Source: an optimization exercise on an open RTL-to-GDS flow (aim: small area, a short achievable clock period and few clock cycles). Production flows keep margins and buffers that such runs may drop. In this exercise RTL edits were held to simulation tests only and were not proved equivalent to the original.

==> inputs of branch harbor <==
## pid_engine
module pid_engine (
    input  wire        clk,
    input  wire        rst,           
    input  wire        in_valid,
    output wire        in_ready,
    input  wire [31:0] in_word,       
    input  wire [31:0] in_a,          
    input  wire [31:0] in_b,          
    input  wire [31:0] in_c,          
    input  wire [31:0] in_d,          
    input  wire [31:0] in_e,          
    input  wire [31:0] in_f,          
    output reg         out_valid,
    output reg  [1:0]  out_status,    
    output reg  [31:0] out_result     
);
    localparam N = 7;
    localparam [1:0] ST_OK = 2'd0, ST_FAULT = 2'd2, ST_HALTED = 2'd3;
    localparam [3:0] C_ILLEGAL_OP = 4'd1, C_BAD_ID = 4'd2, C_PARAMS_UNINIT = 4'd4,
                     C_NAN_OPERAND = 4'd5, C_DT_NONPOSITIVE = 4'd6, C_NAN_RESULT = 4'd8;
    localparam L = 29;                
    function is_nan(input [31:0] x);
        is_nan = (x[30:23] == 8'hFF) && (x[22:0] != 23'd0);
    endfunction
    function [31:0] sat_limit(input [31:0] x);
        sat_limit = (x[31] && (x[30:0] != 31'd0)) ? 32'd0 : x;
    endfunction
    function [N:1] dec7(input [2:0] i);
        integer j;
        for (j = 1; j <= N; j = j + 1) dec7[j] = (i == j);
    endfunction
    function [31:0] sel7(input [N:1] oh, input [32*N-1:0] w);
        integer j;
        begin
            sel7 = 32'd0;
            for (j = 1; j <= N; j = j + 1)
                sel7 = sel7 | (w[32*(j-1) +: 32] & {32{oh[j]}});
        end
    endfunction
    reg [31:0] kp   [1:N];
    reg [31:0] ki   [1:N];
    reg [31:0] kd   [1:N];
    reg [31:0] ilim [1:N];
    reg [31:0] olim [1:N];
    reg [31:0] sthr [1:N];
    reg [N:1]  sep_en;
    reg [N:1]  dmeas;
    reg [N:1]  pvalid;
    reg [31:0] integ  [1:N];
    reg [31:0] lerr   [1:N];
    reg [31:0] lfb    [1:N];
    reg [N:1]  zl;                    
    reg [N:1]  zi;                    
    reg        halt;
    wire [32*N-1:0] f_kp, f_ki, f_kd, f_ilim, f_olim, f_sthr, f_integ, f_lerr, f_lfb;
    genvar g;
    generate
  ...
==> flow/config.mk <==
export PLATFORM = sky130hd
export DESIGN_NAME = pid_engine
export DESIGN_NICKNAME = pid_engine
export VERILOG_FILES = /design/flow/design.v
export SDC_FILE = /design/flow/constraint.sdc
export NUM_CORES = 4
export LEC_CHECK = 0
export ABC_CLOCK_PERIOD_IN_PS = 7000
export CAP_MARGIN = 70
export CORE_MARGIN = 2
export CORE_UTILIZATION = 55
export SLEW_MARGIN = 70
==> flow/constraint.sdc <==
create_clock -name core_clock -period 20.0 [get_ports {clk}]
set_input_delay 4.0000 -clock core_clock [delete_from_list [all_inputs] [get_ports {clk}]]
set_output_delay 4.0000 -clock core_clock [all_outputs]
set_load 0.01 [all_outputs]
run.sh (not shown) runs the stock make flow with config.mk's settings and CLKGATE_MAP_FILE= SYNTH_SCRIPT=/design/flow/synth_recipe.tcl, a recipe that flattens the netlist after the stock synthesis.
==> branch fjord: changes against branch harbor <==
--- a/flow/design.v
+++ b/flow/design.v
@@ -2004,90 +2004,56 @@
                 lfb[k]  <= c3_fb;
             if (wr4 && soh[4][k])
                 lerr[k] <= c4_err;
             if (wr13 && soh[13][k])
                 integ[k] <= int13;
         end
     end
     localparam R_IL = 12, R_KI = 13, R_KD = 22, R_OL = 28;
-    reg  [4:0] ky [1:N];
-    reg  [4:0] kmin;
+    reg [4:0] kmin;
     always @(*) begin
-        kmin = 5'd0;
-        for (k = 1; k <= N; k = k + 1)
-            kmin = kmin | (ky[k] & {5{b_oh[k]}});
-    end
-    always @(posedge clk) begin
-        for (k = 1; k <= N; k = k + 1) begin
-            if (rst)
-                ky[k] <= 5'd31;
-            else if (issue && b_pidok && b_oh[k])
-                ky[k] <= 5'd2;
-            else if (ky[k] >= R_OL - 1)
-                ky[k] <= 5'd31;
-            else
-                ky[k] <= ky[k] + 5'd1;
-        end
+        kmin = 5'd31;
+        for (k = R_OL - 1; k >= 2; k = k - 1)
+            if (sv[k] && spid[k] && sid[k] == b_idx) kmin = k[4:0];
     end
+    reg  [N:1]  pb_oh;
+    reg  [31:0] pb_il, pb_ki, pb_kd, pb_ol;
+    reg  [4:0]  pc_il, pc_ki, pc_kd, pc_ol;    
     wire [4:0]  dl_il = (kmin < R_IL) ? (R_IL - kmin) : 5'd0;
     wire [4:0]  dl_ki = (kmin < R_KI) ? (R_KI - kmin) : 5'd0;
     wire [4:0]  dl_kd = (kmin < R_KD) ? (R_KD - kmin) : 5'd0;
     wire [4:0]  dl_ol = (kmin < R_OL) ? (R_OL - kmin) : 5'd0;
-    reg  [N:1]  pa_oh, pb_oh;
-    reg  [31:0] pa_il, pa_ki, pa_kd, pa_ol, pb_il, pb_ki, pb_kd, pb_ol;
-    reg  [4:0]  ca_il, ca_ki, ca_kd, ca_ol, cb_il, cb_ki, cb_kd, cb_ol;    
-    wire        a_free = (ca_il == 5'd0) && (ca_ki == 5'd0) && (ca_kd == 5'd0) && (ca_ol == 5'd0);
-    wire        ld_a = do_wrp && a_free;
-    wire        ld_b = do_wrp && !a_free;
-    function [4:0] dly(input [4:0] dl, input [4:0] other);
-        dly = (dl != 5'd0 && other == dl + 5'd1) ? dl + 5'd1 : dl;
-    endfunction
+    wire        il_we = (do_wrp && dl_il == 5'd0) || pc_il == 5'd1;
+    wire        ki_we = (do_wrp && dl_ki == 5'd0) || pc_ki == 5'd1;
+    wire        kd_we = (do_wrp && dl_kd == 5'd0) || pc_kd == 5'd1;
+    wire        ol_we = (do_wrp && dl_ol == 5'd0) || pc_ol == 5'd1;
+    wire [N:1]  il_oh = (pc_il == 5'd1) ? pb_oh : b_oh;
+    wire [N:1]  ki_oh = (pc_ki == 5'd1) ? pb_oh : b_oh;
+    wire [N:1]  kd_oh = (pc_kd == 5'd1) ? pb_oh : b_oh;
+    wire [N:1]  ol_oh = (pc_ol == 5'd1) ? pb_oh : b_oh;
+    wire [31:0] il_d  = (pc_il == 5'd1) ? pb_il : sat_limit(b_d);
+    wire [31:0] ki_d  = (pc_ki == 5'd1) ? pb_ki : b_b;
+    wire [31:0] kd_d  = (pc_kd == 5'd1) ? pb_kd : b_c;
+    wire [31:0] ol_d  = (pc_ol == 5'd1) ? pb_ol : sat_limit(b_e);
     function [4:0] cnt_next(input [4:0] c, input ld, input [4:0] dl);
         cnt_next = ld ? dl : ((c != 5'd0) ? c - 5'd1 : 5'd0);
     endfunction
-    wire [4:0] ca_il_n = cnt_next(ca_il, ld_a, dly(dl_il, cb_il));
-    wire [4:0] ca_ki_n = cnt_next(ca_ki, ld_a, dly(dl_ki, cb_ki));
-    wire [4:0] ca_kd_n = cnt_next(ca_kd, ld_a, dly(dl_kd, cb_kd));
-    wire [4:0] ca_ol_n = cnt_next(ca_ol, ld_a, dly(dl_ol, cb_ol));
-    wire [4:0] cb_il_n = cnt_next(cb_il, ld_b, dly(dl_il, ca_il));
-    wire [4:0] cb_ki_n = cnt_next(cb_ki, ld_b, dly(dl_ki, ca_ki));
-    wire [4:0] cb_kd_n = cnt_next(cb_kd, ld_b, dly(dl_kd, ca_kd));
-    wire [4:0] cb_ol_n = cnt_next(cb_ol, ld_b, dly(dl_ol, ca_ol));
-    wire        a_busy_n = (ca_il > 5'd1) || (ca_ki > 5'd1) || (ca_kd > 5'd1) || (ca_ol > 5'd1) || ld_a;
-    wire        b_busy_n = (cb_il > 5'd1) || (cb_ki > 5'd1) || (cb_kd > 5'd1) || (cb_ol > 5'd1) || ld_b;
-    wire        wr_n = (ca_il == 5'd2) || (ca_ki == 5'd2) || (ca_kd == 5'd2) || (ca_ol == 5'd2) ||
-                       (cb_il == 5'd2) || (cb_ki == 5'd2) || (cb_kd == 5'd2) || (cb_ol == 5'd2) ||
-                       (do_wrp && (kmin == R_IL - 1 || kmin == R_KI - 1 || kmin == R_KD - 1 || kmin == R_OL - 1));
-    assign pend_busy_n = (a_busy_n && b_busy_n) || wr_n;
-    wire        il_we = (do_wrp && dl_il == 5'd0) || ca_il == 5'd1 || cb_il == 5'd1;
-    wire        ki_we = (do_wrp && dl_ki == 5'd0) || ca_ki == 5'd1 || cb_ki == 5'd1;
-    wire        kd_we = (do_wrp && dl_kd == 5'd0) || ca_kd == 5'd1 || cb_kd == 5'd1;
-    wire        ol_we = (do_wrp && dl_ol == 5'd0) || ca_ol == 5'd1 || cb_ol == 5'd1;
-    wire [N:1]  il_oh = (ca_il == 5'd1) ? pa_oh : (cb_il == 5'd1) ? pb_oh : b_oh;
-    wire [N:1]  ki_oh = (ca_ki == 5'd1) ? pa_oh : (cb_ki == 5'd1) ? pb_oh : b_oh;
-    wire [N:1]  kd_oh = (ca_kd == 5'd1) ? pa_oh : (cb_kd == 5'd1) ? pb_oh : b_oh;
-    wire [N:1]  ol_oh = (ca_ol == 5'd1) ? pa_oh : (cb_ol == 5'd1) ? pb_oh : b_oh;
-    wire [31:0] il_d  = (ca_il == 5'd1) ? pa_il : (cb_il == 5'd1) ? pb_il : sat_limit(b_d);
-    wire [31:0] ki_d  = (ca_ki == 5'd1) ? pa_ki : (cb_ki == 5'd1) ? pb_ki : b_b;
-    wire [31:0] kd_d  = (ca_kd == 5'd1) ? pa_kd : (cb_kd == 5'd1) ? pb_kd : b_c;
-    wire [31:0] ol_d  = (ca_ol == 5'd1) ? pa_ol : (cb_ol == 5'd1) ? pb_ol : sat_limit(b_e);
+    wire [4:0] pc_il_n = cnt_next(pc_il, do_wrp, dl_il);
+    wire [4:0] pc_ki_n = cnt_next(pc_ki, do_wrp, dl_ki);
+    wire [4:0] pc_kd_n = cnt_next(pc_kd, do_wrp, dl_kd);
+    wire [4:0] pc_ol_n = cnt_next(pc_ol, do_wrp, dl_ol);
+    assign pend_busy_n = (pc_il_n != 5'd0) || (pc_ki_n != 5'd0) || (pc_kd_n != 5'd0) || (pc_ol_n != 5'd0);
     always @(posedge clk) begin
         if (rst) begin
-            ca_il <= 5'd0; ca_ki <= 5'd0; ca_kd <= 5'd0; ca_ol <= 5'd0;
-            cb_il <= 5'd0; cb_ki <= 5'd0; cb_kd <= 5'd0; cb_ol <= 5'd0;
+            pc_il <= 5'd0; pc_ki <= 5'd0; pc_kd <= 5'd0; pc_ol <= 5'd0;
         end else begin
-            ca_il <= ca_il_n; ca_ki <= ca_ki_n; ca_kd <= ca_kd_n; ca_ol <= ca_ol_n;
-            cb_il <= cb_il_n; cb_ki <= cb_ki_n; cb_kd <= cb_kd_n; cb_ol <= cb_ol_n;
-        end
-        if (ld_a) begin
-            pa_oh <= b_oh;
-            pa_il <= sat_limit(b_d); pa_ki <= b_b; pa_kd <= b_c; pa_ol <= sat_limit(b_e);
+            pc_il <= pc_il_n; pc_ki <= pc_ki_n; pc_kd <= pc_kd_n; pc_ol <= pc_ol_n;
         end
-        if (ld_b) begin
+        if (do_wrp) begin
             pb_oh <= b_oh;
             pb_il <= sat_limit(b_d); pb_ki <= b_b; pb_kd <= b_c; pb_ol <= sat_limit(b_e);
         end
     end
     always @(posedge clk) begin
         if (rst) begin
             pvalid <= 0;
             zl     <= {N{1'b1}};
==> flow/config.mk (replaced) <==
export PLATFORM = sky130hd
export DESIGN_NAME = pid_engine
export DESIGN_NICKNAME = pid_engine
export VERILOG_FILES = /design/flow/design.v
export SDC_FILE = /design/flow/constraint.sdc
export NUM_CORES = 4
export LEC_CHECK = 0
export ABC_CLOCK_PERIOD_IN_PS = 7000
export CAP_MARGIN = 70
export CORE_MARGIN = 2
export CORE_UTILIZATION = 45
export SLEW_MARGIN = 70
==> branch cedar: changes against branch harbor <==
--- a/flow/design.v
+++ b/flow/design.v
@@ -334,16 +334,17 @@
         else if (ovf)         y = {sign, 8'hFF, 23'd0};
         else                  y = {sign, pk};
     end
 endmodule
 module fmul3 (
     input  wire        clk,
     input  wire [31:0] a,
     input  wire [31:0] b,
+    input  wire        keep,
     output reg  [31:0] y
 );
     wire [47:0] ps, pc; wire signed [10:0] k, l0; wire [5:0] tz; wire s; wire [1:0] spc;
     fmul_t u1 (.a(a), .b(b), .ps(ps), .pc(pc), .k(k), .l0(l0), .tz(tz), .sign(s), .spc(spc));
     reg  [47:0] r1_ps, r1_pc; reg signed [10:0] r1_k, r1_l0; reg [5:0] r1_tz; reg r1_s; reg [1:0] r1_spc;
     always @(posedge clk) begin
         r1_ps <= ps; r1_pc <= pc; r1_k <= k; r1_l0 <= l0; r1_tz <= tz;
         r1_s <= s; r1_spc <= spc;
@@ -354,17 +355,17 @@
     reg  [25:0] r2_sh0; reg r2_madj, r2_st0, r2_st1, r2_s; reg signed [11:0] r2_kl; reg [1:0] r2_spc;
     always @(posedge clk) begin
         r2_sh0 <= sh0; r2_madj <= madj; r2_kl <= kl; r2_st0 <= st0; r2_st1 <= st1;
         r2_s <= r1_s; r2_spc <= r1_spc;
     end
     wire [31:0] yy;
     fmul_r u3 (.sh0(r2_sh0), .mayadj(r2_madj), .kl(r2_kl), .st0(r2_st0), .st1(r2_st1), .sign(r2_s),
                .spc(r2_spc), .y(yy));
-    always @(posedge clk) y <= yy;
+    always @(posedge clk) y <= keep ? yy : 32'h80000000;
 endmodule
 module fmul (input wire [31:0] a, input wire [31:0] b, output wire [31:0] y);
     wire [47:0] ps, pc; wire signed [10:0] k, l0; wire [5:0] tz; wire st0, st1, s; wire [1:0] spc;
     wire [25:0] sh0; wire madj; wire signed [11:0] kl;
     fmul_t u1 (.a(a), .b(b), .ps(ps), .pc(pc), .k(k), .l0(l0), .tz(tz), .sign(s), .spc(spc));
     fmul_s u2 (.ps(ps), .pc(pc), .k(k), .l0(l0), .tz(tz), .sh0(sh0), .mayadj(madj), .kl(kl), .st0(st0), .st1(st1));
     fmul_r u3 (.sh0(sh0), .mayadj(madj), .kl(kl), .st0(st0), .st1(st1), .sign(s), .spc(spc), .y(y));
 endmodule
@@ -1783,18 +1784,20 @@
     wire        i_idok = (i_id >= 8'd1) && (i_id <= N);
     wire [N:1]  i_oh;
     generate
         for (g = 1; g <= N; g = g + 1) begin : dec
             assign i_oh[g] = (i_id == g);
         end
     endgenerate
     wire issue    = b_v && !hz;
-    assign in_ready = !b_v || !hz;
-    wire accept   = in_valid && in_ready;
+    wire rdy      = !b_v || !hz;        
+    reg  rdy_o;                         
+    assign in_ready = rdy_o;
+    wire accept   = in_valid && rdy;
     wire b_pnan  = is_nan(b_a) || is_nan(b_b) || is_nan(b_c);
     wire b_wnan  = is_nan(b_d) || is_nan(b_e) || is_nan(b_f);
     wire b_dtle0 = (b_c[30:0] == 31'd0) || b_c[31];
     reg  [3:0] cause;
     always @(*) begin
         cause = 4'd0;
         if (!(b_pid || b_prst || b_wrp))
             cause = C_ILLEGAL_OP;
@@ -1824,30 +1827,32 @@
         hA = hW;
         for (k = 2; k <= 4; k = k + 1)
             if (sv[k] && spid[k]) hA = hA | soh[k];
         hP = hA;
         for (k = 5; k <= 7; k = k + 1)
             if (sv[k] && spid[k]) hP = hP | soh[k];
     end
     wire pend_busy_n;
-    wire n_pid  = in_ready ? i_pid  : b_pid;
-    wire n_prst = in_ready ? i_prst : b_prst;
-    wire n_wrp  = in_ready ? i_wrp  : b_wrp;
-    wire [N:1] n_oh = in_ready ? i_oh : b_oh;
+    wire n_pid  = rdy ? i_pid  : b_pid;
+    wire n_prst = rdy ? i_prst : b_prst;
+    wire n_wrp  = rdy ? i_wrp  : b_wrp;
+    wire [N:1] n_oh = rdy ? i_oh : b_oh;
     wire hz_n = (n_pid && |(hA & n_oh)) || (n_wrp && (pend_busy_n || |(hW & n_oh))) || (n_prst && |(hP & n_oh));
     always @(posedge clk) begin
         if (rst) begin
             b_v <= 1'b0;
             hz  <= 1'b0;
+            rdy_o <= 1'b1;
         end else begin
             b_v <= accept || (b_v && !issue);
             hz  <= hz_n;
+            rdy_o <= !(accept || (b_v && !issue)) || !hz_n;
         end
-        if (in_ready) begin
+        if (rdy) begin
             b_a <= in_a; b_b <= in_b; b_c <= in_c; b_d <= in_d; b_e <= in_e; b_f <= in_f;
             b_pid <= i_pid; b_prst <= i_prst; b_wrp <= i_wrp; b_idok <= i_idok;
             b_aux0 <= i_aux[0]; b_aux1 <= i_aux[1]; b_oh <= i_oh; b_idx <= i_id[2:0];
         end
     end
     always @(posedge clk) begin
         if (rst) sv <= 0;
         else     sv <= {sv[L-1:2], issue};
@@ -1899,26 +1904,26 @@
         c4_nb   <= dm3 ? {~c3_fb[31], c3_fb[30:0]} : {~lerr3[31], lerr3[30:0]};
     end
     wire [31:0] dt7;
     pipe #(32, 4) p_dt (.clk(clk), .d(c3_dt), .q(dt7));
     wire en_l;    
     pipe #(1, L-4) p_en (.clk(clk), .d(is_nan(c4_err)), .q(en_l));
     wire sep_lt4;
     fp_lt u_sep (.a({1'b0, c4_err[30:0]}), .b(c4_sthr), .y(sep_lt4));
-    wire sep10;
-    pipe #(1, 6) p_sep (.clk(clk), .d(!c4_sp || sep_lt4), .q(sep10));
+    wire sep9;
+    pipe #(1, 5) p_sep (.clk(clk), .d(!c4_sp || sep_lt4), .q(sep9));
     wire [31:0] m1_7, m1_17;
-    fmul3 u_m1 (.clk(clk), .a(c4_kp), .b(c4_err), .y(m1_7));
+    fmul3 u_m1 (.clk(clk), .a(c4_kp), .b(c4_err), .keep(1'b1), .y(m1_7));
     pipe #(32, 10) p_m1 (.clk(clk), .d(m1_7), .q(m1_17));
     wire [31:0] c7_half, c7_dn;
     fadd3 #(1) u_sum (.clk(clk), .a(c4_err), .b(c4_lerr), .y(c7_half));
     fadd3      u_dn  (.clk(clk), .a(c4_na),  .b(c4_nb),   .y(c7_dn));
-    wire [31:0] x10;
-    fmul3 u_x (.clk(clk), .a(c7_half), .b(dt7), .y(x10));
+    wire [31:0] inc10;
+    fmul3 u_x (.clk(clk), .a(c7_half), .b(dt7), .keep(sep9), .y(inc10));
     wire [27:0] dv7_ws; wire [23:0] dv7_nb; wire signed [10:0] dv7_e; wire dv7_s; wire [1:0] dv7_spc;
     fdiv_pre u_dpre (.a(c7_dn), .b(dt7), .ws(dv7_ws), .nb(dv7_nb), .e(dv7_e), .sign(dv7_s), .spc(dv7_spc));
     reg  [27:0] dws [8:21];
     reg  [27:0] dwc [8:21];
     reg  [23:0] dnb [8:21];
     reg  signed [10:0] de [8:22];
     reg         ds  [8:22];
     reg  [1:0]  dspc [8:22];
@@ -1950,39 +1955,38 @@
     end
     wire [31:0] der22;
     fdiv_post2 u_dp2 (.q(c22_q), .rnz(c22_rnz), .e(de[22]), .rs1(c22_rs1), .rs0(c22_rs0), .sign(ds[22]),
                       .spc(dspc[22]), .y(der22));
     reg  [31:0] c23_der;
     always @(posedge clk) c23_der <= der22;
     reg  [31:0] c10_int;
     always @(posedge clk) c10_int <= (|(zi & soh[9])) ? 32'd0 : sel7(soh[9], f_integ);
-    wire [31:0] inc10 = sep10 ? x10 : 32'h80000000;
     wire [31:0] c13_acc;
     fadd3 u_acc (.clk(clk), .a(c10_int), .b(inc10), .y(c13_acc));
     reg  [31:0] ilim13, ki14, kd23, olim29;
     always @(posedge clk) begin
         ilim13 <= sel7(soh[12], f_ilim);
         ki14   <= sel7(soh[13], f_ki);
         kd23   <= sel7(dec7(sid[22]), f_kd);
         olim29 <= sel7(dec7(sid[28]), f_olim);
     end
     wire [31:0] int13;
     fp_clamp u_cli (.x(c13_acc), .l(ilim13), .y(int13));
     reg  [31:0] c14_int;
     always @(posedge clk) c14_int <= int13;
     wire in_l;
     pipe #(1, L-13) p_in (.clk(clk), .d(is_nan(int13)), .q(in_l));
     wire [31:0] m2_17;
-    fmul3 u_m2 (.clk(clk), .a(ki14), .b(c14_int), .y(m2_17));
+    fmul3 u_m2 (.clk(clk), .a(ki14), .b(c14_int), .keep(1'b1), .y(m2_17));
     wire [31:0] s1_20, s1_26;
     fadd3 u_s1 (.clk(clk), .a(m1_17), .b(m2_17), .y(s1_20));
     pipe #(32, 6) p_s1 (.clk(clk), .d(s1_20), .q(s1_26));
     wire [31:0] m3_26;
-    fmul3 u_m3 (.clk(clk), .a(kd23), .b(c23_der), .y(m3_26));
+    fmul3 u_m3 (.clk(clk), .a(kd23), .b(c23_der), .keep(1'b1), .y(m3_26));
     wire [31:0] c29_u;
     fadd3 u_u (.clk(clk), .a(s1_26), .b(m3_26), .y(c29_u));
     wire [31:0] outL;
     fp_clamp u_clo (.x(c29_u), .l(olim29), .y(outL));
     wire nanL = en_l || in_l || is_nan(outL);
     wire [3:0] czL = scz[L];
     wire       faultL = (czL != 4'd0) || (sisp[L] && nanL);
     wire wr3 = sv[3] && spid[3];
==> qor summary <==
quantity	branch fjord	branch cedar	branch harbor
Result of the run	finished clean	finished clean	finished clean
DR WL/cell	25.3 um	26.4 um	26.6 um
Share of cell area taken by flip-flops and latches	37.5%	38.1%	38.2%
Start point of the critical path	b_v	b_b[23]	b_v
Detailed-routed wire length on met3	102,000 um	99,300 um	101,000 um
Routed metal-1 wirelength	518,000 um	526,000 um	516,000 um
Number of warnings printed during yosys synthesis	62	64	64
Fraction of the mapped netlist area in compound gates	12.6%	12.7%	12.6%
Global routing usage on met2	45.8%	54.0%	56.1%
Post-place setup slack	12.88 ns	13.23 ns	13.38 ns
Met1 global-route usage	36.5%	45.9%	44.8%
Testbench counts of branch harbor, summed over its fixed seeds: cycles 8,948.
Testbench counts of branch fjord, summed over its fixed seeds: cycles 9,081.
Testbench counts of branch cedar, summed over its fixed seeds: cycles 8,948.

==> afterwards: timing with drivers on the ports <==
The results above use ideal ports. As a check the final layouts listed here were re-extracted and re-timed, cells and wires unchanged.
Step 1, drivers: a clkbuf_16 drives clk and a buf_2 each remaining input, both assumed.
Step 2 times the ports against the registers' clock, not the clock port: input delays grow and output delays shrink by t, the midpoint of the rising clock arrivals with the driver on.
Three values: no drivers, after step 1, after step 2; two values: the first two.
run | t (ns) | setup WS [ns] | hold slack, ns
branch harbor | 1.276 | 13.387 / 13.226 / 13.373 | 0.282 / 0.282 / 0.282
branch fjord | 1.285 | 13.253 / 13.094 / 12.798 | 0.250 / 0.250 / 0.250
branch cedar | 1.319 | 13.746 / 13.691 / 13.095 | 0.281 / 0.281 / 0.281
After both steps setup and hold are still met in every run listed. The setup slack of branch cedar, which loses most, moves by -0.055 ns with the drivers and by -0.651 ns with both steps.
